This design comes from an exercise in tuning for small area, a short achievable clock period and few clock cycles per item on the open sky130 flow, not from production work. RTL that was checked went through simulation tests only; none was proved equivalent to the original. Only the layout flow was run in runs 2 to 4; the RTL was not checked for function there. No activity file was given, so power comes from the tool's default toggle rates.

## design/flow/design.v

```verilog
module blackhole_core (
    input  wire        clk,
    input  wire        rst,
    input  wire        cmd_valid,
    input  wire [31:0] cmd_word,
    output wire        cmd_ready,
    output wire        busy,
    input  wire [2:0]  sr_sel,
    output reg  [31:0] sr_data,
    output wire        map_req,
    output wire [1:0]  map_space,
    output wire [31:0] map_size,
    input  wire        map_ok,
    input  wire        map_fail,
    output wire        rd_req,
    output wire [1:0]  rd_space,
    output wire [31:0] rd_addr,
    input  wire        rd_ack,
    input  wire [7:0]  rd_data,
    output wire        wr_req,
    output wire [1:0]  wr_sink,
    output wire [3:0]  wr_len,
    output wire [63:0] wr_data,
    input  wire        wr_ack,
    input  wire [3:0]  wr_accepted,
    input  wire        wr_fail
);
    localparam [2:0] PH_START = 3'd0, PH_DONE = 3'd4, PH_FAILED = 3'd5;
    localparam [2:0] E_IO = 3'd1, E_SIZE = 3'd2, E_LEN = 3'd3, E_CRC = 3'd4,
                     E_INDEX = 3'd5;
    localparam [3:0] OP_DECOMP = 4'd1, OP_LOOKUP = 4'd2, OP_PUSH = 4'd3,
                     OP_PFIN = 4'd4, OP_CRCINIT = 4'd5, OP_CRCUPD = 4'd6,
                     OP_CRCFIN = 4'd7, OP_RSET = 4'd8, OP_RECON = 4'd9,
                     OP_RFIN = 4'd10, OP_OBSCURE = 4'd11, OP_REVEAL = 4'd12,
                     OP_RESET = 4'd13;
    localparam [2:0] WS_T = 3'b000, WS_M = 3'b001, WS_P = 3'b010,
                     WS_HA = 3'b100, WS_HB = 3'b101;
    localparam [1:0] A_RSET = 2'd0, A_OBS = 2'd1, A_REV = 2'd2;
    localparam [4:0]
        S_IDLE  = 5'd0,  S_BRC  = 5'd1,  S_BFOLD = 5'd2,  S_VCHK = 5'd3,
        S_OMAP  = 5'd8,  S_VM1  = 5'd9,  S_VM2   = 5'd10,
        S_ORD1  = 5'd16, S_ORD2 = 5'd17, S_VHO   = 5'd18, S_VHM  = 5'd19,
        S_VRO   = 5'd20, S_VRM  = 5'd21,
        S_OHA   = 5'd24, S_OHB  = 5'd25, S_OWT   = 5'd26, S_OWM  = 5'd27,
        S_VWP   = 5'd28, S_VWF  = 5'd29, S_BW    = 5'd30, S_BWP  = 5'd31;
    function [31:0] crc_update;
        input [31:0] c;
        input [7:0]  b;
        integer k;
        reg [31:0] t;
        begin
            t = c ^ {24'd0, b};
            for (k = 0; k < 8; k = k + 1)
                t = t[0] ? ((t >> 1) ^ 32'hEDB88320) : (t >> 1);
            crc_update = t;
        end
    endfunction
    function [30:0] inc31;
        input [30:0] a;
        input        cin;
        integer k;
        begin
            for (k = 0; k < 31; k = k + 1)
                inc31[k] = a[k] ^ (cin & (&(a | ~((31'd1 << k) - 31'd1))));
        end
    endfunction
    reg [4:0]  st;
    reg [2:0]  phase, err;
    reg        dir, resv;
    reg [31:0] res, len, crcref, count, crc;
    reg [31:0] xaddr;         
    reg [1:0]  asm_cnt;       
    reg [1:0]  aop;           
    reg        half_t, half_m;
    reg [3:0]  hold_t, hold_m;
    reg [2:0]  fill_t, fill_m, ofill;
    reg [7:0]  buf_t [0:6];
    reg [7:0]  buf_m [0:6];
    reg [7:0]  obuf  [0:6];
    reg [7:0]  slot7;         
    reg [7:0]  obyte;         
    reg        lofold;        
    reg        mdef;          
    reg [2:0]  wsel;
    reg [3:0]  wlen;
    reg        f_lt0, f_lt1, f_exit, lastf;
    reg        lenok, vshort, vempty, vexit, seq, in_vhm;
    wire [3:0] w_op = cmd_word[31:28];
    wire       w_reset;
    wire idle = (st == S_IDLE);
    assign busy = !idle;
    wire rdy_asm   = idle && (asm_cnt != 2'd0);
    wire rdy_start = idle && (phase == PH_START);
    wire rdy_df    = idle && ((phase == PH_DONE) || (phase == PH_FAILED));
    blackhole_cmd_ready u_rdy (
        .w(cmd_word), .rdy_asm(rdy_asm), .rdy_start(rdy_start), .rdy_df(rdy_df),
        .ready(cmd_ready), .w_reset(w_reset));
    wire take  = cmd_valid && cmd_ready;
    wire take0 = take && (asm_cnt == 2'd0);
    wire takex = take && (asm_cnt != 2'd0);
    wire take_rst = cmd_valid && !rdy_asm && (rdy_start || rdy_df) && w_reset;
    assign map_req   = (st[4:3] == 2'b01);
    assign rd_req    = (st[4:3] == 2'b10);
    assign wr_req    = (st[4:3] == 2'b11);
    wire   sp_obs    = (st == S_VM1) || (st == S_VHO) || (st == S_VRO);
    wire   sp_map    = (st == S_VM2) || (st == S_VHM) || (st == S_VRM);
    assign map_space = {sp_map, sp_obs};
    assign rd_space  = {sp_map, sp_obs};
    assign map_size  = xaddr;
    assign rd_addr   = xaddr;
    assign wr_sink   = wsel[1:0];
    assign wr_len    = wlen;
    wire [55:0] pg_t = {buf_t[6], buf_t[5], buf_t[4], buf_t[3], buf_t[2], buf_t[1], buf_t[0]};
    wire [55:0] pg_m = {buf_m[6], buf_m[5], buf_m[4], buf_m[3], buf_m[2], buf_m[1], buf_m[0]};
    wire [55:0] pg_p = {obuf[6], obuf[5], obuf[4], obuf[3], obuf[2], obuf[1], obuf[0]};
    wire [55:0] pg   = wsel[1] ? pg_p : wsel[0] ? pg_m : pg_t;
    assign wr_data[63:56] = slot7;
    assign wr_data[55:32] = pg[55:32];
    assign wr_data[31:0]  = wsel[2] ? (wsel[0] ? crcref : len) : pg[31:0];
    wire wr_ok  = !wr_fail && (wr_accepted == wlen);
    wire wr_good = wr_ack && wr_ok;
    wire wr_bad  = wr_ack && !wr_ok;
    always @* begin
        case (sr_sel)
            3'd0:    sr_data = {22'd0, dir, half_m, half_t, resv, err, phase};
            3'd1:    sr_data = res;
            3'd2:    sr_data = len;
            3'd3:    sr_data = crcref;
            3'd4:    sr_data = count;
            default: sr_data = 32'd0;
        endcase
    end
    wire       em_rev = (st == S_VRM) && rd_ack;
    wire       em     = em_rev || (st == S_BRC);
    wire [7:0] m_src  = em_rev ? rd_data : xaddr[7:0];
    wire [7:0] e_hi_b = {obyte[7:4], m_src[7:4]};
    wire [7:0] e_lo_b = {obyte[3:0], m_src[3:0]};
    wire       em_hi  = em && f_lt0;
    wire       em_lo  = em && f_lt1;
    wire       em_full = em_lo && (ofill[2:1] == 2'd3);
    wire [2:0] ofill_em = f_lt1 ? {ofill[2:1] + 2'd1, 1'b0} : {ofill[2:1], 1'b1};
    wire       t_ev_o = (st == S_ORD2) && rd_ack;
    wire       blk_pk = take0 && (w_op == OP_PUSH || w_op == OP_PFIN);
    wire       t_ev   = t_ev_o || (blk_pk && !cmd_word[8]);
    wire       t_push = t_ev_o || (w_op == OP_PUSH);
    wire [3:0] t_n    = t_ev_o ? rd_data[7:4] : cmd_word[3:0];
    wire       t_fin  = t_ev_o ? lastf : (w_op == OP_PFIN);
    wire       t_cpl  = half_t || (t_push && t_fin);
    wire [7:0] t_byte = half_t ? {hold_t, t_push ? t_n : 4'd0} : {t_n, 4'd0};
    wire [3:0] t_wlen = {1'b0, fill_t} + {3'd0, t_cpl};
    wire       t_wr   = t_fin ? (t_wlen != 4'd0) : (t_cpl && fill_t == 3'd7);
    wire       t_pf    = half_t && (fill_t == 3'd7);
    wire       m_ev_o1 = t_ev_o && !t_pf;
    wire       m_ev_o2 = (st == S_OWT) && wr_good;
    wire       m_ev    = m_ev_o1 || m_ev_o2 || (blk_pk && cmd_word[8]);
    wire       m_push  = m_ev_o1 || (m_ev_o2 ? mdef : (w_op == OP_PUSH));
    wire [3:0] m_n     = m_ev_o1 ? rd_data[3:0] : m_ev_o2 ? obyte[3:0] : cmd_word[3:0];
    wire       m_fin   = m_ev_o1 ? 1'b0 : m_ev_o2 ? !mdef : (w_op == OP_PFIN);
    wire       m_cpl   = half_m || (m_push && m_fin);
    wire [7:0] m_byte  = half_m ? {hold_m, m_push ? m_n : 4'd0} : {m_n, 4'd0};
    wire [3:0] m_wlen  = {1'b0, fill_m} + {3'd0, m_cpl};
    wire       m_wr    = m_fin ? (m_wlen != 4'd0) : (m_cpl && fill_m == 3'd7);
    wire       crc_ord1 = (st == S_ORD1) && rd_ack;
    wire [7:0] crc_b = lofold ? obyte : crc_ord1 ? rd_data : em ? e_hi_b : cmd_word[7:0];
    wire [31:0] crc_f = crc_update(crc, crc_b);
    wire       crc_ok = (~crc == crcref);
    wire        sub_v = in_vhm;
    wire [31:0] dlc   = (sub_v ? crcref : len) - (sub_v ? {1'b0, len[31:1]} : count);
    wire [31:0] adiff = dlc;
    wire [31:0] xaddr1 = {inc31(xaddr[31:1], xaddr[0]), !xaddr[0]};
    wire [31:0] count_em = {inc31(count[31:1], f_lt1 | count[0]), count[0] ^ !f_lt1};
    wire x_zero = (st == S_OMAP) || (st == S_OHB) || (st == S_VM2);
    wire [31:0] xaddr_d = idle ? cmd_word :
                          (st == S_VM1) ? crcref :                  
                          x_zero ? 32'd0 :
                          (st == S_VHO) ? {30'd0, xaddr1[1:0]} :    
                          xaddr1;               
    wire xaddr_we = (takex && (aop == A_OBS || (aop == A_REV && asm_cnt == 2'd2))) ||
                    (take0 && w_op == OP_RECON) ||
                    (map_req && map_ok) ||
                    (((st == S_ORD1) || (st == S_VHO) || (st == S_VHM) || (st == S_VRM)) && rd_ack) ||
                    ((st == S_ORD2) && rd_ack && !t_wr) ||
                    (((st == S_OHB) || (st == S_OWM)) && wr_ack) ||
                    ((st == S_OWT) && wr_good && !m_wr && !lastf);
    integer i;
    always @(posedge clk) begin
        if (xaddr_we) xaddr <= xaddr_d;
        if (rst) in_vhm <= 1'b0;
        else if ((st == S_VHO) && rd_ack && xaddr[1:0] == 2'd3) in_vhm <= 1'b1;
        else if ((st == S_VHM) && rd_ack && xaddr[1:0] == 2'd3) in_vhm <= 1'b0;
        f_lt0  <= (dlc != 32'd0);
        f_lt1  <= (dlc[31:1] != 31'd0);
        f_exit <= (dlc[31:2] == 30'd0) && (dlc[1:0] != 2'd3 || vshort);
        lastf  <= (xaddr1 == len);
        if (st == S_VHM && xaddr[1:0] == 2'd0) begin
            lenok  <= (adiff == 32'd4) || (len[0] && adiff == 32'd5);
            vshort <= len[0] && (adiff == 32'd4);
            vempty <= (crcref == 32'd4);
        end
        for (i = 0; i < 7; i = i + 1) begin
            if (t_ev && t_cpl && fill_t == i) buf_t[i] <= t_byte;
            if (m_ev && m_cpl && fill_m == i) buf_m[i] <= m_byte;
        end
        for (i = 0; i < 4; i = i + 1) begin
            if (em_hi && ofill[2:1] == i) obuf[2*i] <= e_hi_b;
            if (i < 3 && em_lo && ofill[2:1] == i) obuf[2*i+1] <= e_lo_b;
        end
        if (t_ev && t_cpl && fill_t == 3'd7) slot7 <= t_byte;
        if (m_ev && m_cpl && fill_m == 3'd7) slot7 <= m_byte;
        if (em_lo && ofill[2:1] == 2'd3)     slot7 <= e_lo_b;
        if (t_ev && t_push && !half_t && !t_fin) hold_t <= t_n;
        if (m_ev && m_push && !half_m && !m_fin) hold_m <= m_n;
        lofold <= 1'b0;
        if (rst || take_rst) begin
            st <= S_IDLE; asm_cnt <= 2'd0;
            phase <= PH_START; err <= 3'd0; dir <= 1'b0; resv <= 1'b0;
            len <= 32'd0; crcref <= 32'd0; count <= 32'd0; crc <= 32'hFFFF_FFFF;
            half_t <= 1'b0; half_m <= 1'b0; fill_t <= 3'd0; fill_m <= 3'd0;
            ofill <= 3'd0; lofold <= 1'b0;
        end else begin
            if (lofold || crc_ord1 || em_hi || (take0 && w_op == OP_CRCUPD))
                crc <= crc_f;
            if (t_ev) begin
                if (t_cpl) begin fill_t <= fill_t + 3'd1; half_t <= 1'b0; end
                else if (t_push && !t_fin) half_t <= 1'b1;
            end
            if (m_ev) begin
                if (m_cpl) begin fill_m <= fill_m + 3'd1; half_m <= 1'b0; end
                else if (m_push && !m_fin) half_m <= 1'b1;
            end
            if (em_hi) begin
                ofill <= ofill_em;
                count <= count_em;
                obyte <= e_lo_b;
                lofold <= em_lo;
            end
            case (st)
            S_IDLE: if (take0) begin
                case (w_op)
                OP_DECOMP: begin
                    res <= {20'd0, cmd_word[7:4], 4'd0, cmd_word[3:0]};
                    resv <= 1'b1;
                end
                OP_LOOKUP: begin
                    if (cmd_word[15:12] != 4'd0 || cmd_word[7:4] != 4'd0) begin
                        phase <= PH_FAILED; err <= E_INDEX;
                    end else begin
                        res <= {24'd0, cmd_word[11:8], cmd_word[3:0]};
                        resv <= 1'b1;
                    end
                end
                OP_PUSH, OP_PFIN: begin
                    if (cmd_word[8] ? m_wr : t_wr) begin
                        wsel <= cmd_word[8] ? WS_M : WS_T;
                        wlen <= cmd_word[8] ? m_wlen : t_wlen;
                        st <= S_BW;
                    end
                end
                OP_CRCINIT: crc <= 32'hFFFF_FFFF;
                OP_CRCFIN: begin
                    res <= ~crc;
                    resv <= 1'b1;
                end
                OP_RSET: begin
                    asm_cnt <= 2'd1; aop <= A_RSET;
                end
                OP_RECON: begin
                    obyte <= cmd_word[15:8];
                    st <= S_BRC;
                end
                OP_RFIN: begin
                    if (ofill != 3'd0) begin
                        wsel <= WS_P; wlen <= {1'b0, ofill}; st <= S_BW;
                    end
                end
                OP_OBSCURE: begin
                    asm_cnt <= 2'd1; aop <= A_OBS;
                end
                OP_REVEAL: begin
                    asm_cnt <= 2'd2; aop <= A_REV;
                end
                default: ;
                endcase
            end else if (takex) begin
                asm_cnt <= asm_cnt - 2'd1;
                if (aop == A_RSET) begin
                    len <= cmd_word; count <= 32'd0; ofill <= 3'd0;
                end else if (aop == A_REV && asm_cnt == 2'd2) begin
                end else begin
                    half_t <= 1'b0; half_m <= 1'b0; fill_t <= 3'd0; fill_m <= 3'd0;
                    count <= 32'd0; ofill <= 3'd0; crc <= 32'hFFFF_FFFF;
                    if (aop == A_OBS) begin
                        dir <= 1'b0; len <= cmd_word;
                        st <= S_OMAP;
                    end else begin
                        dir <= 1'b1; crcref <= cmd_word;    
                        st <= S_VM1;
                    end
                end
            end
            S_BW: begin
                if (wr_good) begin
                    case (wsel[1:0])
                        2'd0: fill_t <= 3'd0;
                        2'd1: fill_m <= 3'd0;
                        default: ofill <= 3'd0;
                    endcase
                    st <= S_IDLE;
                end
            end
            S_BRC: begin
                if (em_full) begin
                    wsel <= WS_P; wlen <= 4'd8; st <= S_BWP;
                end else if (em_lo)
                    st <= S_BFOLD;
                else
                    st <= S_IDLE;
            end
            S_BWP: begin
                if (wr_good) begin
                    ofill <= 3'd0; st <= S_IDLE;
                end
            end
            S_BFOLD: st <= S_IDLE;
            S_OMAP: begin
                if (map_ok) begin
                    if (len == 32'd0) begin
                        wsel <= WS_HA; wlen <= 4'd4; st <= S_OHA;
                    end else
                        st <= S_ORD1;
                end
            end
            S_ORD1: begin
                if (rd_ack) begin
                    if (lastf) begin
                        wsel <= WS_HA; wlen <= 4'd4; st <= S_OHA;
                    end
                end
            end
            S_OHA: begin
                if (wr_ack) begin
                    crcref <= ~crc;
                    wsel <= WS_HB; st <= S_OHB;
                end
            end
            S_OHB: begin
                if (wr_good) begin
                    if (len == 32'd0) begin
                        phase <= PH_DONE; st <= S_IDLE;
                    end else
                        st <= S_ORD2;
                end
            end
            S_ORD2: begin
                if (rd_ack) begin
                    if (t_wr) begin
                        obyte[3:0] <= rd_data[3:0];
                        mdef <= t_pf;
                        wsel <= WS_T; wlen <= t_wlen; st <= S_OWT;
                    end
                end
            end
            S_OWT: begin
                if (wr_good) begin
                    fill_t <= 3'd0;
                    if (m_wr) begin
                        wsel <= WS_M; wlen <= m_wlen; st <= S_OWM;
                    end else if (lastf) begin
                        phase <= PH_DONE; st <= S_IDLE;
                    end else begin
                        st <= S_ORD2;
                    end
                end
            end
            S_OWM: begin
                if (wr_good) begin
                    fill_m <= 3'd0;
                    if (lastf) begin
                        phase <= PH_DONE; st <= S_IDLE;
                    end else begin
                        st <= S_ORD2;
                    end
                end
            end
            S_VM1: begin
                if (map_ok) begin
                    seq <= (xaddr == crcref);
                    st <= S_VM2;
                end else if (map_fail)
                    crcref <= 32'd0;
            end
            S_VM2: begin
                if (map_ok) begin
                    if (!seq) begin
                        phase <= PH_FAILED; err <= E_SIZE; crcref <= 32'd0; st <= S_IDLE;
                    end else if (crcref[31:2] == 30'd0) begin
                        phase <= PH_FAILED; err <= E_LEN; crcref <= 32'd0; st <= S_IDLE;
                    end else begin
                        st <= S_VHO;
                    end
                end else if (map_fail)
                    crcref <= 32'd0;
            end
            S_VHO: begin
                if (rd_ack) begin
                    case (xaddr[1:0])
                        2'd0: len[7:0]   <= rd_data;
                        2'd1: len[15:8]  <= rd_data;
                        2'd2: len[23:16] <= rd_data;
                        default: len[31:24] <= rd_data;
                    endcase
                    if (xaddr[1:0] == 2'd3) st <= S_VHM;
                end
            end
            S_VHM: begin
                if (rd_ack) begin
                    case (xaddr[1:0])
                        2'd0: crcref[7:0]   <= rd_data;
                        2'd1: crcref[15:8]  <= rd_data;
                        2'd2: crcref[23:16] <= rd_data;
                        default: crcref[31:24] <= rd_data;
                    endcase
                    if (xaddr[1:0] == 2'd3) begin
                        if (!lenok) begin
                            phase <= PH_FAILED; err <= E_LEN; st <= S_IDLE;
                        end else if (vempty)
                            st <= S_VCHK;
                        else begin
                            st <= S_VRO;    
                        end
                    end
                end
            end
            S_VCHK: begin
                st <= S_IDLE;
                if (crc_ok) phase <= PH_DONE;
                else begin phase <= PH_FAILED; err <= E_CRC; end
            end
            S_VRO: begin
                if (rd_ack) begin
                    obyte <= rd_data; st <= S_VRM;
                end
            end
            S_VRM: begin
                if (rd_ack) begin
                    vexit <= f_exit;
                    if (em_full) begin
                        wsel <= WS_P; wlen <= 4'd8; st <= S_VWP;
                    end else if (f_exit) begin
                        wsel <= WS_P; wlen <= {1'b0, ofill_em}; st <= S_VWF;
                    end else
                        st <= S_VRO;
                end
            end
            S_VWP: begin
                if (wr_good) begin
                    ofill <= 3'd0;
                    if (!vexit)
                        st <= S_VRO;
                    else begin
                        st <= S_IDLE;
                        if (crc_ok) phase <= PH_DONE;
                        else begin phase <= PH_FAILED; err <= E_CRC; end
                    end
                end
            end
            S_VWF: begin
                if (wr_good) begin
                    ofill <= 3'd0; st <= S_IDLE;
                    if (crc_ok) phase <= PH_DONE;
                    else begin phase <= PH_FAILED; err <= E_CRC; end
                end
            end
            default: st <= S_IDLE;
            endcase
            if (map_req && !map_ok && map_fail) begin
                phase <= PH_FAILED; err <= E_IO; st <= S_IDLE;
            end
            if (wr_req && wr_bad) begin
                phase <= PH_FAILED; err <= E_IO; st <= S_IDLE;
            end
        end
    end
endmodule
module blackhole_cmd_ready (
    input  wire [31:0] w,
    input  wire        rdy_asm,
    input  wire        rdy_start,
    input  wire        rdy_df,
    output wire        ready,
    output wire        w_reset
);
    wire [3:0] op = w[31:28];
    wire z_hi  = (w[27:16] == 12'd0);
    wire z_y   = (w[15:8] == 8'd0);
    wire z_y71 = (w[15:9] == 7'd0);
    wire z_xh  = (w[7:4] == 4'd0);
    wire z_x   = (w[7:0] == 8'd0);
    wire op_any = (op == 4'd2) || (op == 4'd9);
    wire op_y0  = (op == 4'd1) || (op == 4'd6);
    wire op_all = (op == 4'd5) || (op == 4'd7) || (op == 4'd8) || (op == 4'd10) ||
                  (op == 4'd11) || (op == 4'd12) || (op == 4'd13);
    wire legal = z_hi && (op_any || (op_y0 && z_y) ||
                          ((op == 4'd3) && z_y71 && z_xh) ||
                          ((op == 4'd4) && z_y71 && z_x) ||
                          (op_all && z_y && z_x));
    assign w_reset = z_hi && (op == 4'd13) && z_y && z_x;
    assign ready = rdy_asm || (rdy_start && legal) || (rdy_df && w_reset);
endmodule
```

## design/flow/flow/run.sh

```bash
#!/bin/bash
# The standard layout, with the port buffers made of buf_2 cells (the
# standard flow's buffer_ports picks clkdlybuf4s50_1, which is larger and
# slower); repair may still resize them.
set -euo pipefail
export BUFFER_PORTS_ARGS="-buffer_cell sky130_fd_sc_hd__buf_2"
bash standard.sh > standard.log 2>&1
```

## design/flow/standard.sh

```bash
#!/bin/bash
# synth_recipe.tcl (not shown) runs the flow's synth.tcl, then flattens the netlist and writes it again
# the make line also repeats each setting of config.mk as NAME=value (left out here)
make -C /OpenROAD-flow-scripts/flow DESIGN_CONFIG=/design/flow/config.mk WORK_HOME=/design/flow/orfs CLKGATE_MAP_FILE= SYNTH_SCRIPT=/design/flow/synth_recipe.tcl "${@:-finish}"
```

## design/flow/config.mk

```make
export PLATFORM = sky130hd
export DESIGN_NAME = blackhole_core
export DESIGN_NICKNAME = blackhole_core
export VERILOG_FILES = /design/flow/design.v
export SDC_FILE = /design/flow/constraint.sdc
export NUM_CORES = 4
export LEC_CHECK = 0
export CAP_MARGIN = 20
export CORE_MARGIN = 2
export CORE_UTILIZATION = 40
export CTS_BUF_LIST = sky130_fd_sc_hd__clkbuf_16
export CTS_CLUSTER_DIAMETER = 60
export CTS_CLUSTER_SIZE = 25
export PLACE_DENSITY = 0.6
export SETUP_SLACK_MARGIN = 3.5
export SLEW_MARGIN = 20
export SYNTH_HIERARCHICAL = 1
```

## design/flow/constraint.sdc

```tcl
create_clock -name core_clock -period 8.0 [get_ports {clk}]
set_input_delay 1.6000 -clock core_clock [delete_from_list [all_inputs] [get_ports {clk}]]
set_output_delay 1.6000 -clock core_clock [all_outputs]
set_load 0.01 [all_outputs]
```

==> impl_metrics.csv, run 1 <==
group,metric,value,unit
detailed_routing,wl_per_cell,30.80,um
critical_path,endpoint_kind,"output port",
critical_path,r2r_slack,3.64,ns
synthesis,avgSynthCellArea,9.174,um^2
floorplan,rows,96,
floorplan,core_area,68470,um^2
placement,gp_congestion,1.049,
critical_path,path_class,"input pin to output port",
clock_network,cts_max_level,2,
timing,final.period_utilization,58.05,%
synthesis,synth_cells,3005,
timing,worstMarginPinSlew,1.066,ns
finish,final_nets,3200,
clock_network,hold_buffers,0,
synthesis,synth.distinct_cells,103,
status,outcome,"no timing/DRC/antenna violations",
min_path,hold_path.class,"register to register",
floorplan,fp.dieW,266.5,um
detailed_routing,vias,25820,
timing,fin_crit,4.644,ns
min_path,min_path_cells,1,
synthesis,synthDominantCellAreaShare,29.52,%
detailed_routing,wl,123.2,mm
min_path,hp-start,"resv",
finish,area_growth,13.84,%
grt,grt_start_max_net_pins,90,
floorplan,ios,230,
power_and_ir_drop,power.density,313.3,nW/um^2
critical_path,cp_max_fo,8,
grt,grt_pass1_wl,172.9,mm
grt,grt_overflow,0,
grt,grt_usage,33.58,%
critical_path,cp.arrival,3.04,ns
floorplan,die_area,71040,um^2
timing,setup_viol,0,
clock_network,clock_latency,0.61,ns
critical_path,worstReg2RegEnd,"obyte[5]",
job,drv_cap,0,
timing,clock.fmax,215.3,MHz
finish,drive_gt1_share,17.78,%
detailed_routing,ant_nets,0,
timing,relSlewSlack,28.20,%
clock_network,clkTransAtPathRegs,0.07,ns
finish,nFillCells,6625,
synthesis,synth_edf_count,271,
detailed_routing,drc,0,
detailed_routing,drtPass1Iterations,9,
critical_path,critPathRequiredTime,6.40,ns
critical_path,ff2ff_path_depth,15,
timing,skew,0.03694,ns
critical_path,worst_setup_path_start_kind,"input pin",
finish,final_core_util,45.84,%
synthesis,yosys_warnings,10,
synthesis,ys_async_sr_fraction,0,%
synthesis,yosys_register_bits,431,
timing,rsz0062_at_grt,"yes",
detailed_routing,drt_iter0_drc,4194,
timing,tns,0,ns
synthesis,synth_area_leaders,"edfxtp_1, dfxtp_1, mux2i_1",
clock_network,numClockSinks,431,
placement,place_hpwl,91.65,mm
power_and_ir_drop,cellLeakagePower,0.01223,uW
power_and_ir_drop,ir_worst_vdd,298.5,uV
synthesis,yosysMostFrequentCell,"nor2_1",
synthesis,yosysSeqAreaShare,41.14,%
timing,hold_violations,0,
clock_network,cts_tree,"built",
detailed_routing,via_per_inst,6.457,
synthesis,synth_flop_cell,"edfxtp_1",
synthesis,syn_nets,3120,
floorplan,die_y,266.5,um
clock_network,clock-root-buffer,"clkbuf_16",
synthesis,netlist_area,27570,um^2
timing,finalMaxSlewViolations,0,
synthesis,synth_top_area_cell,"edfxtp_1",
placement,io_buffers,229,
critical_path,crit-reg2reg-launch,"st[2]",
clock_network,numCtsBuffers,39,
grt,grt_pass1_vias,23920,
grt,antenna_found_initial,5,
floorplan,initial_core_util,40.26,%
clock_network,clockBufferDepth,3,
critical_path,setup.worst_path.start,"cmd_word[3]",
min_path,hold_end,"resv",
synthesis,synthTopCellsByCount,"nor2_1, edfxtp_1, nand2_1, a21oi_1, clkbuf_1",
[layout make-up]
class	count	area (um^2)	area share, %
Sequential cell	431	11340	36.15
Antenna cell	1	2.502	0.007974
Timing Repair Buffer	313	1976	6.295
Multi-Input combinational cell	2236	15230	48.53
Clock inverter	33	505.5	1.611
Inverter	64	244.0	0.7774
Tap cell	882	1104	3.516
Clock buffer	39	975.9	3.110
[cell families after synthesis]
logic type	after synthesis	share of synthesized area, %
mux	193	7.226
fa+ha+maj	60	2.750
simple gates	986	17.25
xor+xnor	248	8.501
flops	431	41.14
buf+inv	338	5.265
compound gates	749	17.87
[critical path, cell delays in order]
cell      delay, ns
buf_8          0.13
nor4_4         0.37
nand3b_4       0.18
o31ai_4        0.26
a21oi_2        0.07
o31ai_4        0.27
buf_6          0.16
[Yosys stat by module, one instance, submodules excluded]
| module | cells | flops+latches | area [um^2] |
|---|---|---|---|
| blackhole_cmd_ready | 31 | 0 | 232.7 |
| blackhole_core | 2974 | 431 | 27330 |
[worst max-delay path by stage]
stage / end / slack, ns / depth (start not counted)
floorplan: buf_t[5][0] / 3.50 / 11
global placement: buf_t[6][3] / 2.08 / 11
detailed placement: buf_t[2][6] / 2.19 / 11
CTS: cmd_ready / 3.40 / 7
global route: cmd_ready / 3.31 / 7
finish: cmd_ready / 3.36 / 7
[placed cells by master (no fill, tap or decap), types with 12 or more instances in the layout]
cell type / count
a211oi_1: 78
a21o_1: 23
a21oi_1: 204
a221oi_1: 40
a22oi_1: 69
a22oi_2: 12
and2_1: 20
and3_1: 53
buf_2: 217
buf_4: 78
clkbuf_16: 40
dfxtp_1: 159
edfxtp_1: 271
ha_1: 59
inv_1: 60
mux2_2: 45
mux2i_1: 146
nand2_1: 236
nand2b_1: 17
nand3_1: 57
nand4_1: 28
nor2_1: 371
nor2b_1: 18
nor3_1: 40
nor4_1: 42
o211ai_1: 37
o21a_1: 14
o21ai_0: 129
o21ai_1: 12
o22ai_1: 18
xnor2_1: 125
xor2_1: 106
[flip-flops by register name, indices dropped and copies added, names as in the netlist, 4 cells and up]
name,flops
obyte,8
wlen,4
res,32
xaddr,32
obuf,56
hold_t,4
crcref,32
slot7,8
crc,32
buf_t,56
count,32
hold_m,4
st,5
buf_m,56
len,32
[per-layer routing]
layer / track usage (%) / up-vias / wire length, um
met4: 13.03 / 4 / 5999
met1: 47.90 / 12530 / 50700
li1: - / 11090 / -
met5: 0 / - / 40
met3: 8.423 / 341 / 15290
met2: 48.53 / 1859 / 51140
[where the power goes]
group	switching (uW)	internal [uW]	total (uW)
logic	2790	1680	4470
clock network	1110	1070	2180
registers	521	2660	3180
total	4420	5410	9830
[metrics by stage]
stage	worst slack (ns)	cells	hold slack (ns)	power, uW	area (um^2)
floorplan	3.498	3005	0.4270	5985	27580
finish	3.356	3999	0.4702	9832	31380
global placement	2.082	3905	0.4378	7427	29140
detailed placement	2.187	3905	0.4494	7435	29140
CTS	3.399	3989	0.4675	9642	31040
global route	3.306	3998	0.4777	10200	31380
[timing repair]
item,in CTS,in global routing
setup buffers,9,8
setup endpoints to repair,286,253
pin swaps,15,7
resized for setup,69,57
cloned,3,1
Testbench counts, summed over its fixed seeds: cycles 20,438, bytes 5,372.
==> inputs of run 2 (changes only) <==
--- a/design/flow/design.v
+++ b/design/flow/design.v
@@ -86,7 +86,7 @@
     reg        f_lt0, f_lt1, f_exit, lastf;
     reg        lenok, vshort, vempty, vexit, seq, in_vhm;
     wire [3:0] w_op = cmd_word[31:28];
-    wire       w_reset;
+    wire       w_reset, ready_int, w_reset_unused;
     wire idle = (st == S_IDLE);
     assign busy = !idle;
     wire rdy_asm   = idle && (asm_cnt != 2'd0);
@@ -94,8 +94,11 @@
     wire rdy_df    = idle && ((phase == PH_DONE) || (phase == PH_FAILED));
     blackhole_cmd_ready u_rdy (
         .w(cmd_word), .rdy_asm(rdy_asm), .rdy_start(rdy_start), .rdy_df(rdy_df),
-        .ready(cmd_ready), .w_reset(w_reset));
-    wire take  = cmd_valid && cmd_ready;
+        .ready(cmd_ready), .w_reset(w_reset_unused));
+    blackhole_cmd_ready u_rdy_int (
+        .w(cmd_word), .rdy_asm(rdy_asm), .rdy_start(rdy_start), .rdy_df(rdy_df),
+        .ready(ready_int), .w_reset(w_reset));
+    wire take  = cmd_valid && ready_int;
     wire take0 = take && (asm_cnt == 2'd0);
     wire takex = take && (asm_cnt != 2'd0);
     wire take_rst = cmd_valid && !rdy_asm && (rdy_start || rdy_df) && w_reset;
==> impl_metrics.csv, run 2 <==
group,metric,value,unit
clock_network,hold_buffers,0,
clock_network,numClockSinks,431,
critical_path,endpoint_kind,"output port",
power_and_ir_drop,seq_power_share,32.1,%
finish,layout_commonest_cell,"nor2_1",
detailed_routing,via_per_inst,6.334,
finish,largestRegisters,"buf_m: 56 flops, buf_t: 56 flops, obuf: 56 flops",
synthesis,yosys_warnings,10,
min_path,hold_path.class,"register to register",
timing,tns,0,ns
timing,clock.fmax,215.6,MHz
floorplan,die_y,267.6,um
synthesis,yosys_register_bits,431,
timing,setup_viol,0,
critical_path,cp_max_fo,8,
grt,grt_pass1_vias,24170,
clock_network,clockBufferDepth,3,
synthesis,synth_fa_ha_area_share,2.727,%
grt,grt_overflow,0,
finish,drive_gt1_share,17.95,%
critical_path,cp.arrival,3.04,ns
synthesis,synth_compound_area_share,17.90,%
synthesis,yosysMostFrequentCell,"nor2_1",
grt,grt_pass1_wl,174.7,mm
floorplan,ios,230,
synthesis,synthDominantCellAreaShare,29.27,%
synthesis,avgSynthCellArea,9.157,um^2
finish,final_core_util,46.20,%
placement,place_hpwl,92.79,mm
synthesis,synth_flop_cell,"edfxtp_1",
synthesis,synth_top_family_by_area,"compound AO/OA/AOI/OAI gates",
finish,final_nets,3238,
synthesis,synth-simple-area-share,17.74,%
floorplan,fp.dieW,267.6,um
job,drv_cap,0,
synthesis,netlist_area,27800,um^2
timing,finalMaxSlewViolations,0,
timing,worstMarginPinSlew,1.199,ns
synthesis,synth.distinct_cells,103,
synthesis,ys_async_sr_fraction,0,%
timing,rsz0062_at_grt,"yes",
power_and_ir_drop,sw_frac_of_total,44.41,%
detailed_routing,ant_nets,0,
synthesis,synth_cells,3036,
grt,grt_usage,33.82,%
clock_network,clock_latency,0.61,ns
floorplan,core_area,68710,um^2
synthesis,syn_nets,3151,
synthesis,synthTopCellsByCount,"nor2_1, edfxtp_1, nand2_1, a21oi_1, clkbuf_1",
clock_network,cts_max_level,2,
power_and_ir_drop,p_int,5444,uW
synthesis,synth_edf_count,271,
timing,fin_crit,4.639,ns
timing,relSlewSlack,19.20,%
clock_network,numCtsBuffers,40,
detailed_routing,drtPass1Iterations,7,
power_and_ir_drop,power.density,308.5,nW/um^2
clock_network,clock-root-buffer,"clkbuf_16",
floorplan,initial_core_util,40.46,%
synthesis,synth_top_area_cell,"edfxtp_1",
synthesis,synth_xor_area_share,8.430,%
detailed_routing,drc,0,
status,outcome,"no timing/DRC/antenna violations",
detailed_routing,wl_per_cell,30.49,um
critical_path,worst_setup_path_start_kind,"input pin",
timing,skew,0.03258,ns
finish,nFillCells,6688,
clock_network,clkTransAtPathRegs,0.07,ns
critical_path,path_class,"input pin to output port",
clock_network,cts_tree,"built",
timing,final.period_utilization,57.98,%
synthesis,muxShareOfSynthArea,7.165,%
finish,finalNonFillerCells,4087,
placement,place_inst,3990,
synthesis,yosysSeqAreaShare,40.79,%
power_and_ir_drop,ir_worst_vdd,364.8,uV
detailed_routing,drt_iter0_drc,3791,
floorplan,die_area,71630,um^2
timing,hold_violations,0,
floorplan,rows,96,
power_and_ir_drop,clkPwrFrac,21.8,%
grt,antenna_found_initial,6,
power_and_ir_drop,cellLeakagePower,0.01233,uW
detailed_routing,vias,25890,
power_and_ir_drop,switching_power,4349,uW
placement,pre_cts_slack,2.520,ns
power_and_ir_drop,power.share.combinational,46.0,%
finish,layout_common_cells,"nor2_1, edfxtp_1, nand2_1",
placement,placed_area,29470,um^2
placement,gp_congestion,1.057,
finish,area_growth,14.18,%
timing,fin_ws,3.361,ns
synthesis,synth_area_leaders,"edfxtp_1, dfxtp_1, mux2i_1",
placement,io_buffers,229,
finish,finalInstanceArea,31740,um^2
grt,grt_start_max_net_pins,75,
detailed_routing,wl,124.6,mm
critical_path,critPathRequiredTime,6.40,ns
-- run 2: changes by cell type in the layout (fill, tap and decap cells not counted), moves of 5 or more --
cell | before | now
o21ai_1 | 12 | 7
buf_6 | 5 | 12
buf_2 | 217 | 208
nor4_2 | 6 | 11
buf_4 | 78 | 83
a22oi_1 | 69 | 75
a22oi_2 | 12 | 6
-- run 2: critical path: stages --
cell      delay [ns]
buf_12          0.13
nor4_4          0.41
buf_4           0.19
a211oi_2        0.06
a21oi_2         0.16
nor4_2          0.07
o31ai_2         0.24
buf_2           0.18
-- run 2: per-stage QoR --
| stage | hold slack (ns) | total power [uW] |
|---|---|---|
| after global placement | 0.4759 | 7440 |
| after global routing | 0.5119 | 10170 |
| final | 0.4946 | 9793 |
| after floorplan | 0.4270 | 5990 |
| after CTS | 0.4892 | 9631 |
| after detailed placement | 0.4720 | 7450 |
-- run 2: repair_timing --
action / in CTS / in global routing
cloned: 3 / 3
buffers inserted: 5 / 11
pin swaps: 13 / 15
endpoints found under the setup margin: 225 / 250
gates resized for setup: 74 / 74
-- run 2: area by class of cell --
type | instances | area, um^2 | share of cell area, %
Clock buffer | 40 | 1001 | 3.153
Inverter | 66 | 251.5 | 0.7923
Multi-Input combinational cell | 2265 | 15410 | 48.54
Tap cell | 931 | 1165 | 3.670
Timing Repair Buffer | 319 | 2100 | 6.614
Antenna cell | 2 | 5.005 | 0.01577
Sequential cell | 431 | 11350 | 35.75
Clock inverter | 33 | 464.2 | 1.462
-- run 2: metal layers --
| layer | GRT usage [%] | share of wire (%) | vias up |
|---|---|---|---|
| li1 | - | - | 11230 |
| met1 | 49.28 | 42 | 12530 |
| met2 | 49.35 | 42 | 1817 |
| met3 | 6.307 | 12 | 302 |
| met4 | 12.85 | 4.2 | 2 |
| met5 | 0 | 0.062 | - |
-- run 2: final timing paths --
path | from | endpoint | slack (ns) | cells past startpoint
worst max register to register | st[2] | crcref[7] | 3.62 | 17
worst min-delay path | err[2] | err[2] | 0.49 | 2
worst min register to register | err[2] | err[2] | 0.49 | 2
worst max-delay path | cmd_word[6] | cmd_ready | 3.36 | 8
-- run 2: Yosys stat by module (local to each module, per instance) --
module,times used,cells
blackhole_cmd_ready,2,31
blackhole_core,1,2974
-- run 2: cell families (layout without fill, tap and decap cells) --
| group | Yosys count | after routing |
|---|---|---|
| fa+ha+maj | 60 | 60 |
| xor+xnor | 248 | 248 |
| compound gates | 756 | 756 |
| other cells | 0 | 2 |
| buf+inv | 340 | 458 |
| mux | 193 | 193 |
| flops | 431 | 431 |
| simple gates | 1008 | 1008 |
-- run 2: power by group through the flow --
stage,clock network [uW],registers (uW),logic (uW)
3_3_place_gp,0,3160,4280
4_1_cts,2160,3110,4350
6_report,2140,3140,4510
5_1_grt,2240,3150,4790
2_1_floorplan,0,2910,3080
3_5_place_dp,0,3160,4290
==> inputs of run 3 (changes only) <==
--- a/design/flow/design.v
+++ b/design/flow/design.v
@@ -55,15 +55,6 @@
             crc_update = t;
         end
     endfunction
-    function [30:0] inc31;
-        input [30:0] a;
-        input        cin;
-        integer k;
-        begin
-            for (k = 0; k < 31; k = k + 1)
-                inc31[k] = a[k] ^ (cin & (&(a | ~((31'd1 << k) - 31'd1))));
-        end
-    endfunction
     reg [4:0]  st;
     reg [2:0]  phase, err;
     reg        dir, resv;
@@ -84,24 +75,33 @@
     reg [2:0]  wsel;
     reg [3:0]  wlen;
     reg        f_lt0, f_lt1, f_exit, lastf;
-    reg        lenok, vshort, vempty, vexit, seq, in_vhm;
+    reg        lenok, vshort, vempty, vexit, seq;
     wire [3:0] w_op = cmd_word[31:28];
-    wire       w_reset, ready_int, w_reset_unused;
+    reg        w_legal;
+    always @* begin
+        w_legal = 1'b0;
+        if (cmd_word[27:16] == 12'd0) begin
+            case (w_op)
+                OP_DECOMP, OP_CRCUPD: w_legal = (cmd_word[15:8] == 8'd0);
+                OP_LOOKUP, OP_RECON:  w_legal = 1'b1;
+                OP_PUSH:              w_legal = (cmd_word[15:9] == 7'd0) && (cmd_word[7:4] == 4'd0);
+                OP_PFIN:              w_legal = (cmd_word[15:9] == 7'd0) && (cmd_word[7:0] == 8'd0);
+                OP_CRCINIT, OP_CRCFIN, OP_RSET, OP_RFIN,
+                OP_OBSCURE, OP_REVEAL, OP_RESET:
+                                      w_legal = (cmd_word[15:0] == 16'd0);
+                default:              w_legal = 1'b0;
+            endcase
+        end
+    end
     wire idle = (st == S_IDLE);
     assign busy = !idle;
-    wire rdy_asm   = idle && (asm_cnt != 2'd0);
-    wire rdy_start = idle && (phase == PH_START);
-    wire rdy_df    = idle && ((phase == PH_DONE) || (phase == PH_FAILED));
-    blackhole_cmd_ready u_rdy (
-        .w(cmd_word), .rdy_asm(rdy_asm), .rdy_start(rdy_start), .rdy_df(rdy_df),
-        .ready(cmd_ready), .w_reset(w_reset_unused));
-    blackhole_cmd_ready u_rdy_int (
-        .w(cmd_word), .rdy_asm(rdy_asm), .rdy_start(rdy_start), .rdy_df(rdy_df),
-        .ready(ready_int), .w_reset(w_reset));
-    wire take  = cmd_valid && ready_int;
+    assign cmd_ready = idle && ((asm_cnt != 2'd0) ||
+                                (phase == PH_START && w_legal) ||
+                                ((phase == PH_DONE || phase == PH_FAILED) &&
+                                 cmd_word == 32'hD000_0000));
+    wire take  = cmd_valid && cmd_ready;
     wire take0 = take && (asm_cnt == 2'd0);
     wire takex = take && (asm_cnt != 2'd0);
-    wire take_rst = cmd_valid && !rdy_asm && (rdy_start || rdy_df) && w_reset;
     assign map_req   = (st[4:3] == 2'b01);
     assign rd_req    = (st[4:3] == 2'b10);
     assign wr_req    = (st[4:3] == 2'b11);
@@ -167,34 +167,14 @@
     wire [7:0] crc_b = lofold ? obyte : crc_ord1 ? rd_data : em ? e_hi_b : cmd_word[7:0];
     wire [31:0] crc_f = crc_update(crc, crc_b);
     wire       crc_ok = (~crc == crcref);
-    wire        sub_v = in_vhm;
-    wire [31:0] dlc   = (sub_v ? crcref : len) - (sub_v ? {1'b0, len[31:1]} : count);
-    wire [31:0] adiff = dlc;
-    wire [31:0] xaddr1 = {inc31(xaddr[31:1], xaddr[0]), !xaddr[0]};
-    wire [31:0] count_em = {inc31(count[31:1], f_lt1 | count[0]), count[0] ^ !f_lt1};
-    wire x_zero = (st == S_OMAP) || (st == S_OHB) || (st == S_VM2);
-    wire [31:0] xaddr_d = idle ? cmd_word :
-                          (st == S_VM1) ? crcref :                  
-                          x_zero ? 32'd0 :
-                          (st == S_VHO) ? {30'd0, xaddr1[1:0]} :    
-                          xaddr1;               
-    wire xaddr_we = (takex && (aop == A_OBS || (aop == A_REV && asm_cnt == 2'd2))) ||
-                    (take0 && w_op == OP_RECON) ||
-                    (map_req && map_ok) ||
-                    (((st == S_ORD1) || (st == S_VHO) || (st == S_VHM) || (st == S_VRM)) && rd_ack) ||
-                    ((st == S_ORD2) && rd_ack && !t_wr) ||
-                    (((st == S_OHB) || (st == S_OWM)) && wr_ack) ||
-                    ((st == S_OWT) && wr_good && !m_wr && !lastf);
+    wire [31:0] adiff = crcref - {1'b0, len[31:1]};
+    wire [31:0] dlc   = len - count;     
     integer i;
     always @(posedge clk) begin
-        if (xaddr_we) xaddr <= xaddr_d;
-        if (rst) in_vhm <= 1'b0;
-        else if ((st == S_VHO) && rd_ack && xaddr[1:0] == 2'd3) in_vhm <= 1'b1;
-        else if ((st == S_VHM) && rd_ack && xaddr[1:0] == 2'd3) in_vhm <= 1'b0;
         f_lt0  <= (dlc != 32'd0);
         f_lt1  <= (dlc[31:1] != 31'd0);
         f_exit <= (dlc[31:2] == 30'd0) && (dlc[1:0] != 2'd3 || vshort);
-        lastf  <= (xaddr1 == len);
+        lastf  <= (xaddr + 32'd1 == len);
         if (st == S_VHM && xaddr[1:0] == 2'd0) begin
             lenok  <= (adiff == 32'd4) || (len[0] && adiff == 32'd5);
             vshort <= len[0] && (adiff == 32'd4);
@@ -214,7 +194,7 @@
         if (t_ev && t_push && !half_t && !t_fin) hold_t <= t_n;
         if (m_ev && m_push && !half_m && !m_fin) hold_m <= m_n;
         lofold <= 1'b0;
-        if (rst || take_rst) begin
+        if (rst || (take0 && w_op == OP_RESET)) begin
             st <= S_IDLE; asm_cnt <= 2'd0;
             phase <= PH_START; err <= 3'd0; dir <= 1'b0; resv <= 1'b0;
             len <= 32'd0; crcref <= 32'd0; count <= 32'd0; crc <= 32'hFFFF_FFFF;
@@ -233,7 +213,7 @@
             end
             if (em_hi) begin
                 ofill <= ofill_em;
-                count <= count_em;
+                count <= count + {30'd0, em_lo, !em_lo};
                 obyte <= e_lo_b;
                 lofold <= em_lo;
             end
@@ -269,6 +249,7 @@
                 end
                 OP_RECON: begin
                     obyte <= cmd_word[15:8];
+                    xaddr[7:0] <= cmd_word[7:0];
                     st <= S_BRC;
                 end
                 OP_RFIN: begin
@@ -289,11 +270,12 @@
                 if (aop == A_RSET) begin
                     len <= cmd_word; count <= 32'd0; ofill <= 3'd0;
                 end else if (aop == A_REV && asm_cnt == 2'd2) begin
+                    xaddr <= cmd_word;
                 end else begin
                     half_t <= 1'b0; half_m <= 1'b0; fill_t <= 3'd0; fill_m <= 3'd0;
                     count <= 32'd0; ofill <= 3'd0; crc <= 32'hFFFF_FFFF;
                     if (aop == A_OBS) begin
-                        dir <= 1'b0; len <= cmd_word;
+                        dir <= 1'b0; len <= cmd_word; xaddr <= cmd_word;
                         st <= S_OMAP;
                     end else begin
                         dir <= 1'b1; crcref <= cmd_word;    
@@ -327,6 +309,7 @@
             S_BFOLD: st <= S_IDLE;
             S_OMAP: begin
                 if (map_ok) begin
+                    xaddr <= 32'd0;
                     if (len == 32'd0) begin
                         wsel <= WS_HA; wlen <= 4'd4; st <= S_OHA;
                     end else
@@ -337,7 +320,8 @@
                 if (rd_ack) begin
                     if (lastf) begin
                         wsel <= WS_HA; wlen <= 4'd4; st <= S_OHA;
-                    end
+                    end else
+                        xaddr <= xaddr + 32'd1;
                 end
             end
             S_OHA: begin
@@ -348,6 +332,7 @@
             end
             S_OHB: begin
                 if (wr_good) begin
+                    xaddr <= 32'd0;
                     if (len == 32'd0) begin
                         phase <= PH_DONE; st <= S_IDLE;
                     end else
@@ -360,7 +345,8 @@
                         obyte[3:0] <= rd_data[3:0];
                         mdef <= t_pf;
                         wsel <= WS_T; wlen <= t_wlen; st <= S_OWT;
-                    end
+                    end else
+                        xaddr <= xaddr + 32'd1;
                 end
             end
             S_OWT: begin
@@ -371,7 +357,7 @@
                     end else if (lastf) begin
                         phase <= PH_DONE; st <= S_IDLE;
                     end else begin
-                        st <= S_ORD2;
+                        xaddr <= xaddr + 32'd1; st <= S_ORD2;
                     end
                 end
             end
@@ -381,13 +367,14 @@
                     if (lastf) begin
                         phase <= PH_DONE; st <= S_IDLE;
                     end else begin
-                        st <= S_ORD2;
+                        xaddr <= xaddr + 32'd1; st <= S_ORD2;
                     end
                 end
             end
             S_VM1: begin
                 if (map_ok) begin
                     seq <= (xaddr == crcref);
+                    xaddr <= crcref;                     
                     st <= S_VM2;
                 end else if (map_fail)
                     crcref <= 32'd0;
@@ -396,10 +383,10 @@
                 if (map_ok) begin
                     if (!seq) begin
                         phase <= PH_FAILED; err <= E_SIZE; crcref <= 32'd0; st <= S_IDLE;
-                    end else if (crcref[31:2] == 30'd0) begin
+                    end else if (crcref < 32'd4) begin
                         phase <= PH_FAILED; err <= E_LEN; crcref <= 32'd0; st <= S_IDLE;
                     end else begin
-                        st <= S_VHO;
+                        xaddr <= 32'd0; st <= S_VHO;
                     end
                 end else if (map_fail)
                     crcref <= 32'd0;
@@ -412,6 +399,7 @@
                         2'd2: len[23:16] <= rd_data;
                         default: len[31:24] <= rd_data;
                     endcase
+                    xaddr[1:0] <= xaddr[1:0] + 2'd1;
                     if (xaddr[1:0] == 2'd3) st <= S_VHM;
                 end
             end
@@ -423,13 +411,14 @@
                         2'd2: crcref[23:16] <= rd_data;
                         default: crcref[31:24] <= rd_data;
                     endcase
+                    xaddr[1:0] <= xaddr[1:0] + 2'd1;
                     if (xaddr[1:0] == 2'd3) begin
                         if (!lenok) begin
                             phase <= PH_FAILED; err <= E_LEN; st <= S_IDLE;
                         end else if (vempty)
                             st <= S_VCHK;
                         else begin
-                            st <= S_VRO;    
+                            xaddr[2] <= 1'b1; st <= S_VRO;    
                         end
                     end
                 end
@@ -446,6 +435,7 @@
             end
             S_VRM: begin
                 if (rd_ack) begin
+                    xaddr <= xaddr + 32'd1;
                     vexit <= f_exit;
                     if (em_full) begin
                         wsel <= WS_P; wlen <= 4'd8; st <= S_VWP;
@@ -485,28 +475,3 @@
         end
     end
 endmodule
-module blackhole_cmd_ready (
-    input  wire [31:0] w,
-    input  wire        rdy_asm,
-    input  wire        rdy_start,
-    input  wire        rdy_df,
-    output wire        ready,
-    output wire        w_reset
-);
-    wire [3:0] op = w[31:28];
-    wire z_hi  = (w[27:16] == 12'd0);
-    wire z_y   = (w[15:8] == 8'd0);
-    wire z_y71 = (w[15:9] == 7'd0);
-    wire z_xh  = (w[7:4] == 4'd0);
-    wire z_x   = (w[7:0] == 8'd0);
-    wire op_any = (op == 4'd2) || (op == 4'd9);
-    wire op_y0  = (op == 4'd1) || (op == 4'd6);
-    wire op_all = (op == 4'd5) || (op == 4'd7) || (op == 4'd8) || (op == 4'd10) ||
-                  (op == 4'd11) || (op == 4'd12) || (op == 4'd13);
-    wire legal = z_hi && (op_any || (op_y0 && z_y) ||
-                          ((op == 4'd3) && z_y71 && z_xh) ||
-                          ((op == 4'd4) && z_y71 && z_x) ||
-                          (op_all && z_y && z_x));
-    assign w_reset = z_hi && (op == 4'd13) && z_y && z_x;
-    assign ready = rdy_asm || (rdy_start && legal) || (rdy_df && w_reset);
-endmodule
==> design/flow/run.sh (new file) <==
#!/bin/bash
# synth_recipe.tcl (not shown) runs the flow's synth.tcl, then flattens the netlist and writes it again
# the make line also repeats each setting of config.mk as NAME=value (left out here)
make -C /OpenROAD-flow-scripts/flow DESIGN_CONFIG=/design/flow/config.mk WORK_HOME=/design/flow/orfs CLKGATE_MAP_FILE= SYNTH_SCRIPT=/design/flow/synth_recipe.tcl finish
==> design/flow/config.mk (replaced) <==
export PLATFORM = sky130hd
export DESIGN_NAME = blackhole_core
export DESIGN_NICKNAME = blackhole_core
export VERILOG_FILES = /design/flow/design.v
export SDC_FILE = /design/flow/constraint.sdc
export NUM_CORES = 4
export LEC_CHECK = 0
export CAP_MARGIN = 20
export CORE_MARGIN = 2
export CORE_UTILIZATION = 40
export PLACE_DENSITY = 0.6
export SETUP_SLACK_MARGIN = 3.0
export SLEW_MARGIN = 20
removed: design/flow/flow/run.sh
removed: design/flow/standard.sh
==> impl_metrics.csv, run 3 <==
group,metric,value,unit
clock_network,cts_max_level,2,
clock_network,clock-root-buffer,"clkbuf_16",
grt,grt_start_max_net_pins,92,
timing,setup_viol,0,
status,outcome,"no timing/DRC/antenna violations",
grt,grt_pass1_vias,26120,
detailed_routing,drtPass1Iterations,6,
placement,placed_area,32320,um^2
critical_path,endpoint_kind,"output port",
critical_path,critPathRequiredTime,6.40,ns
placement,gp_congestion,1.034,
finish,multi_input_area,16690,um^2
finish,layout_common_cells,"nor2_1, a21oi_1, nand2_1",
synthesis,synth_flop_cell,"edfxtp_1",
finish,final_nets,3608,
critical_path,path_class,"input pin to output port",
synthesis,synthDominantCellAreaShare,27.65,%
finish,nFillCells,6910,
finish,drive_gt1_share,8.634,%
clock_network,hold_buffers,0,
finish,area_growth,16.94,%
synthesis,yosysSeqAreaShare,38.47,%
floorplan,die_area,75760,um^2
synthesis,synthTopCellsByCount,"nor2_1, a21oi_1, nand2_1, edfxtp_1, o21ai_0",
grt,antenna_found_initial,8,
clock_network,numCtsBuffers,49,
timing,relSlewSlack,20.21,%
critical_path,cp.arrival,3.48,ns
detailed_routing,drt_iter0_drc,4354,
timing,worstMarginPinSlew,1.192,ns
min_path,hold_path.class,"register to register",
synthesis,synth_cells,3362,
synthesis,syn_nets,3510,
job,drv_cap,0,
clock_network,numClockSinks,430,
synthesis,synth_edf_count,271,
detailed_routing,via_per_inst,6.405,
floorplan,core_area,72960,um^2
floorplan,rows,99,
detailed_routing,vias,28560,
synthesis,netlist_area,29430,um^2
grt,grt_pass1_wl,186.3,mm
power_and_ir_drop,cellLeakagePower,0.01295,uW
detailed_routing,wl,132.6,mm
timing,finalMaxSlewViolations,0,
critical_path,cp_max_fo,8,
clock_network,clock_latency,0.63,ns
floorplan,fp.dieW,275.3,um
grt,grt_usage,33.97,%
grt,grt_overflow,0,
synthesis,synth_top_area_cell,"edfxtp_1",
timing,final.period_utilization,63.51,%
detailed_routing,wl_per_cell,29.74,um
finish,finalInstanceArea,34420,um^2
placement,io_buffers,229,
finish,largestRegisters,"buf_m: 56 flops, buf_t: 56 flops, obuf: 56 flops",
placement,place_hpwl,99.83,mm
detailed_routing,ant_nets,0,
synthesis,avgSynthCellArea,8.754,um^2
critical_path,worst_setup_path_start_kind,"input pin",
clock_network,clockBufferDepth,3,
clock_network,clkTransAtPathRegs,0.06,ns
clock_network,cts_tree,"built",
synthesis,ys_async_sr_fraction,0,%
detailed_routing,drc,0,
timing,rsz0062_at_grt,"yes",
synthesis,yosys_register_bits,430,
floorplan,ios,230,
finish,layout_commonest_cell,"nor2_1",
synthesis,synth.distinct_cells,102,
floorplan,initial_core_util,40.34,%
timing,tns,0,ns
timing,skew,0.03263,ns
synthesis,synth_area_leaders,"edfxtp_1, dfxtp_1, a21oi_1",
power_and_ir_drop,ir_worst_vdd,190.5,uV
finish,ff_latch_area,11320,um^2
power_and_ir_drop,power,10260,uW
timing,hold_violations,0,
synthesis,yosys_warnings,4,
floorplan,die_y,275.3,um
synthesis,yosysMostFrequentCell,"nor2_1",
timing,clock.fmax,196.8,MHz
timing,fin_crit,5.081,ns
power_and_ir_drop,power.density,298.0,nW/um^2
## run 3: metal layers
| metal | track usage (%) | vias to the layer above | routed length, um |
|---|---|---|---|
| met5 | 0 | - | 37 |
| met1 | 46.33 | 13630 | 52760 |
| met2 | 49.07 | 2016 | 54770 |
| met3 | 7.803 | 449 | 15650 |
| li1 | - | 12460 | - |
| met4 | 19.96 | 6 | 9383 |
## run 3: metrics by stage
step | utilization (%) | instances | hold slack, ns | setup slack, ns
floorplan | - | 3362 | 0.4218 | 3.033
global placement | 44.30 | 4346 | 0.4438 | 1.252
detailed placement | 44.31 | 4346 | 0.4587 | 1.304
CTS | 46.88 | 4441 | 0.4824 | 2.920
global route | 47.17 | 4458 | 0.4988 | 2.848
finish | 47.17 | 4459 | 0.4816 | 2.919
## run 3: what timing repair did
action	CTS	global route
pin swaps	9	11
resized for setup	117	72
setup endpoints to repair	404	208
gates cloned	1	1
buffers inserted	5	14
## run 3: final cells by class
class	count	area share (%)
Sequential cell	430	32.90
Tap cell	959	3.487
Multi-Input combinational cell	2519	48.51
Clock inverter	22	0.9016
Antenna cell	2	0.01454
Timing Repair Buffer	322	8.769
Clock buffer	67	3.908
Inverter	138	1.516
## run 3: critical path: stages
cell     delay, ns
buf_2         0.18
nor4_4        0.44
nand4_1       0.24
o22ai_4       0.31
nand4_4       0.24
nor2_2        0.17
nor2_1        0.05
nor2_1        0.09
buf_2         0.15
## run 3: worst paths after layout
| check | startpoint | end | slack, ns | cells after the start |
|---|---|---|---|---|
| hold / removal | asm_cnt[0] | asm_cnt[0] | 0.48 | 2 |
| hold reg to reg | asm_cnt[0] | asm_cnt[0] | 0.48 | 2 |
| setup reg to reg | len[0] | f_lt0 | 3.10 | 14 |
| setup / recovery | cmd_word[1] | cmd_ready | 2.92 | 9 |
## run 3: cell families (layout without fill, tap and decap cells)
kind of cell | after synthesis | after routing | synth area share [%]
multiplexers | 151 | 151 | 5.178
buffers and inverters | 413 | 549 | 5.905
XOR/XNOR | 268 | 268 | 8.426
AND/OR/NAND/NOR | 1030 | 1030 | 16.75
adder cells (fa/ha/maj) | 93 | 93 | 4.030
AO/OA/AOI/OAI | 977 | 977 | 21.25
other | 0 | 2 | 0
flip-flops | 430 | 430 | 38.47
## run 3: power by group
part           internal [uW]  total (uW)  switching, uW
clock                   1380        2380           1000
sequential              2620        3130            511
combinational           1880        4750           2870
total                   5870       10300           4390
==> inputs of run 4 (changes only) <==
--- a/design/flow/config.mk
+++ b/design/flow/config.mk
@@ -9,5 +9,5 @@
 export CORE_MARGIN = 2
 export CORE_UTILIZATION = 40
 export PLACE_DENSITY = 0.6
-export SETUP_SLACK_MARGIN = 3.0
+export SETUP_SLACK_MARGIN = 4.0
 export SLEW_MARGIN = 20
==> impl_metrics.csv, run 4 <==
group,metric,value,unit
critical_path,path_class,"input pin to output port",
detailed_routing,drc,0,
clock_network,cts_tree,"built",
detailed_routing,drtPass1Iterations,6,
detailed_routing,wl,141.7,mm
detailed_routing,drt_iter0_drc,4739,
grt,grt_pass1_wl,195.9,mm
floorplan,die_y,275.3,um
synthesis,synthTopCellsByCount,"nor2_1, a21oi_1, nand2_1, edfxtp_1, o21ai_0",
power_and_ir_drop,ir_worst_vdd,188.7,uV
detailed_routing,wl_met1,56.04,mm
detailed_routing,wl_met2,57.94,mm
clock_network,clockBufferDepth,3,
finish,area_growth,28.96,%
synthesis,yosysMostFrequentCell,"nor2_1",
detailed_routing,vias,29960,
placement,gp_congestion,1.012,
synthesis,synth_flop_cell,"edfxtp_1",
power_and_ir_drop,power,10930,uW
critical_path,critPathSlowestCell,"or3b_4",
timing,fin_ws,2.896,ns
floorplan,ios,230,
critical_path,critPathRequiredTime,6.40,ns
synthesis,synth_edf_count,271,
grt,grt_pass1_vias,27130,
placement,place_hpwl,98.57,mm
floorplan,rows,99,
synthesis,synth_top_area_cell,"edfxtp_1",
synthesis,netlist_area,29430,um^2
critical_path,cp_max_fo,3,
synthesis,yosysSeqAreaShare,38.47,%
finish,largestRegisters,"buf_m: 56 flops, buf_t: 56 flops, obuf: 56 flops",
power_and_ir_drop,power.density,288.0,nW/um^2
floorplan,die_area,75760,um^2
synthesis,avgSynthCellArea,8.754,um^2
clock_network,clock_latency,0.66,ns
synthesis,yosys_warnings,4,
grt,grt_usage,35.73,%
detailed_routing,ant_nets,0,
grt,antenna_found_initial,5,
status,outcome,"no timing/DRC/antenna violations",
finish,drive_gt1_share,19.70,%
timing,clock.fmax,195.9,MHz
synthesis,synth_area_leaders,"edfxtp_1, dfxtp_1, a21oi_1",
detailed_routing,wl_met3,18.69,mm
finish,nFillCells,6651,
placement,io_buffers,229,
grt,grt_overflow,0,
power_and_ir_drop,cellLeakagePower,0.01459,uW
timing,relSlewSlack,16.21,%
finish,ff_latch_area,11350,um^2
clock_network,cts_max_level,2,
synthesis,synthDominantCellAreaShare,27.65,%
grt,grt_start_max_net_pins,65,
timing,hold_violations,0,
placement,place_inst,4360,
timing,tns,0,ns
clock_network,clkTransAtPathRegs,0.05,ns
timing,final.period_utilization,63.79,%
critical_path,cp.arrival,3.50,ns
critical_path,endpoint_kind,"output port",
finish,finalNonFillerCells,4636,
min_path,hold_path.class,"register to register",
synthesis,synth_cells,3362,
job,drv_cap,0,
synthesis,ys_async_sr_fraction,0,%
detailed_routing,via_per_inst,6.461,
timing,worstMarginPinSlew,1.252,ns
timing,finalMaxSlewViolations,0,
timing,fin_crit,5.104,ns
clock_network,clock-root-buffer,"clkbuf_16",
finish,layout_commonest_cell,"nor2_1",
synthesis,yosys_register_bits,430,
critical_path,timing.critical_path.buf_inv,3,
synthesis,syn_nets,3510,
floorplan,core_area,72960,um^2
synthesis,synth.distinct_cells,102,
critical_path,path_cells,"buf_12, nor4_4, or3b_4, buf_6, a211oi_4, nor4_4, nor2_4, nor2_1, nor2_1, buf_2",
placement,pre_cts_slack,1.656,ns
finish,final_nets,3783,
detailed_routing,routed.top_layer,"met5",
clock_network,numCtsBuffers,50,
timing,timing.hold.ws,0.4633,ns
critical_path,crit_family,"simple AND/OR/NAND/NOR gates",
critical_path,worst_setup_path_start_kind,"input pin",
floorplan,fp.dieW,275.3,um
timing,skew,0.06765,ns
finish,layout_common_cells,"nor2_1, edfxtp_1, nand2_1",
clock_network,hold_buffers,0,
finish,multi_input_area,18060,um^2
clock_network,numClockSinks,430,
timing,rsz0062_at_grt,"yes",
detailed_routing,wl_per_cell,30.57,um
critical_path,slowest_delay,0.48,ns
timing,setup_viol,0,
floorplan,initial_core_util,40.34,%
run 4: cell counts after synthesis:
Identical to the previous run, type by type.
run 4: routing by layer:
layer,GRT usage [%],vias up
met5,0,-
met4,17.81,4
met1,49.36,14300
li1,-,12850
met2,51.55,2318
met3,9.247,475
run 4: what timing repair did:
action | 4_1_cts | 5_1_grt
setup endpoints to repair | 513 | 405
resized for setup | 596 | 167
setup buffers | 100 | 46
cloned | 28 | 8
pin swaps | 47 | 45
hold endpoints to repair | 0 | 0
run 4: path summary, 6_finish.rpt:
path | start | to | depth (start not counted) | slack [ns]
min reg2reg | asm_cnt[0] | asm_cnt[0] | 2 | 0.46
max reg2reg | st[0] | xaddr[6] | 18 | 4.00
max | cmd_word[13] | cmd_ready | 10 | 2.90
min | asm_cnt[0] | asm_cnt[0] | 2 | 0.46
run 4: final cells by class:
cell class,instances,share of cell area (%)
inverter,138,1.421
timing repair buffer,489,13.37
clock inverter,34,1.134
multi-input combinational,2526,47.58
antenna,1,0.006593
clock buffer,59,3.412
tap,959,3.162
sequential,430,29.91
run 4: power by group:
| part | internal, uW | total (uW) | switching, uW | leakage, uW |
|---|---|---|---|---|
| combinational | 2240 | 5420 | 3190 | 0.00993 |
| clock | 1400 | 2450 | 1050 | 0.000823 |
| sequential | 2620 | 3060 | 443 | 0.00385 |
run 4: kinds of logic after synthesis:
| logic type | share of synthesized area [%] |
|---|---|
| AND/OR/NAND/NOR | 16.75 |
| AO/OA/AOI/OAI | 21.25 |
| flip-flops | 38.47 |
| buffers and inverters | 5.905 |
| XOR/XNOR | 8.426 |
| multiplexers | 5.178 |
| adder cells (fa/ha/maj) | 4.030 |
run 4: worst register-to-register path: cells and delay by family (launching register included):
kind                       cells  cell delay [ns]
AOI/OAI and AO/OA              8             1.24
and+or+nand+nor                4             1.12
buffers and inverters          3             0.45
DFF                            1             0.42
adders and majority gates      2             0.30
muxes                          1             0.17
run 4: through the flow:
stage          utilization, %  cell area (um^2)
6_report                52.02             37950
5_1_grt                 52.02             37950
4_1_cts                 50.59             36910
3_5_place_dp            44.77             32660
3_3_place_gp            44.77             32660
2_1_floorplan               -             29820

port drivers added, routing unchanged:
How much do the figures lean on ideal ports? The routed layouts below were timed once more, with nothing changed but the port constraints.
Step 1 (the two cells are an assumption about what drives the block):
set clk [get_ports {clk}]
set_driving_cell -lib_cell sky130_fd_sc_hd__clkbuf_16 $clk
set_driving_cell -lib_cell sky130_fd_sc_hd__buf_2 [delete_from_list [all_inputs] $clk]
Step 2 adds t to the input delays and takes it off the output delays; t is the mean of the earliest and latest rising clock arrival at the registers after step 1. Input paths then give back, and output paths get back, about the clock's delay inside the block.
Slacks: no drivers / after step 1 / after step 2; pairs: no drivers / after step 1.
run	t, ns	setup slack, ns	cell pins on the clock port's net
run 1	0.656	3.356 / 3.318 / 2.909	1
run 2	0.655	3.361 / 3.313 / 2.883	1
run 3	0.676	2.919 / 2.872 / 2.300	1
run 4	0.686	2.896 / 2.803 / 2.803	1
After both steps every run listed still meets setup and hold. The setup slack of run 3, which loses most, moves by -0.047 ns with the drivers and by -0.619 ns with both steps.
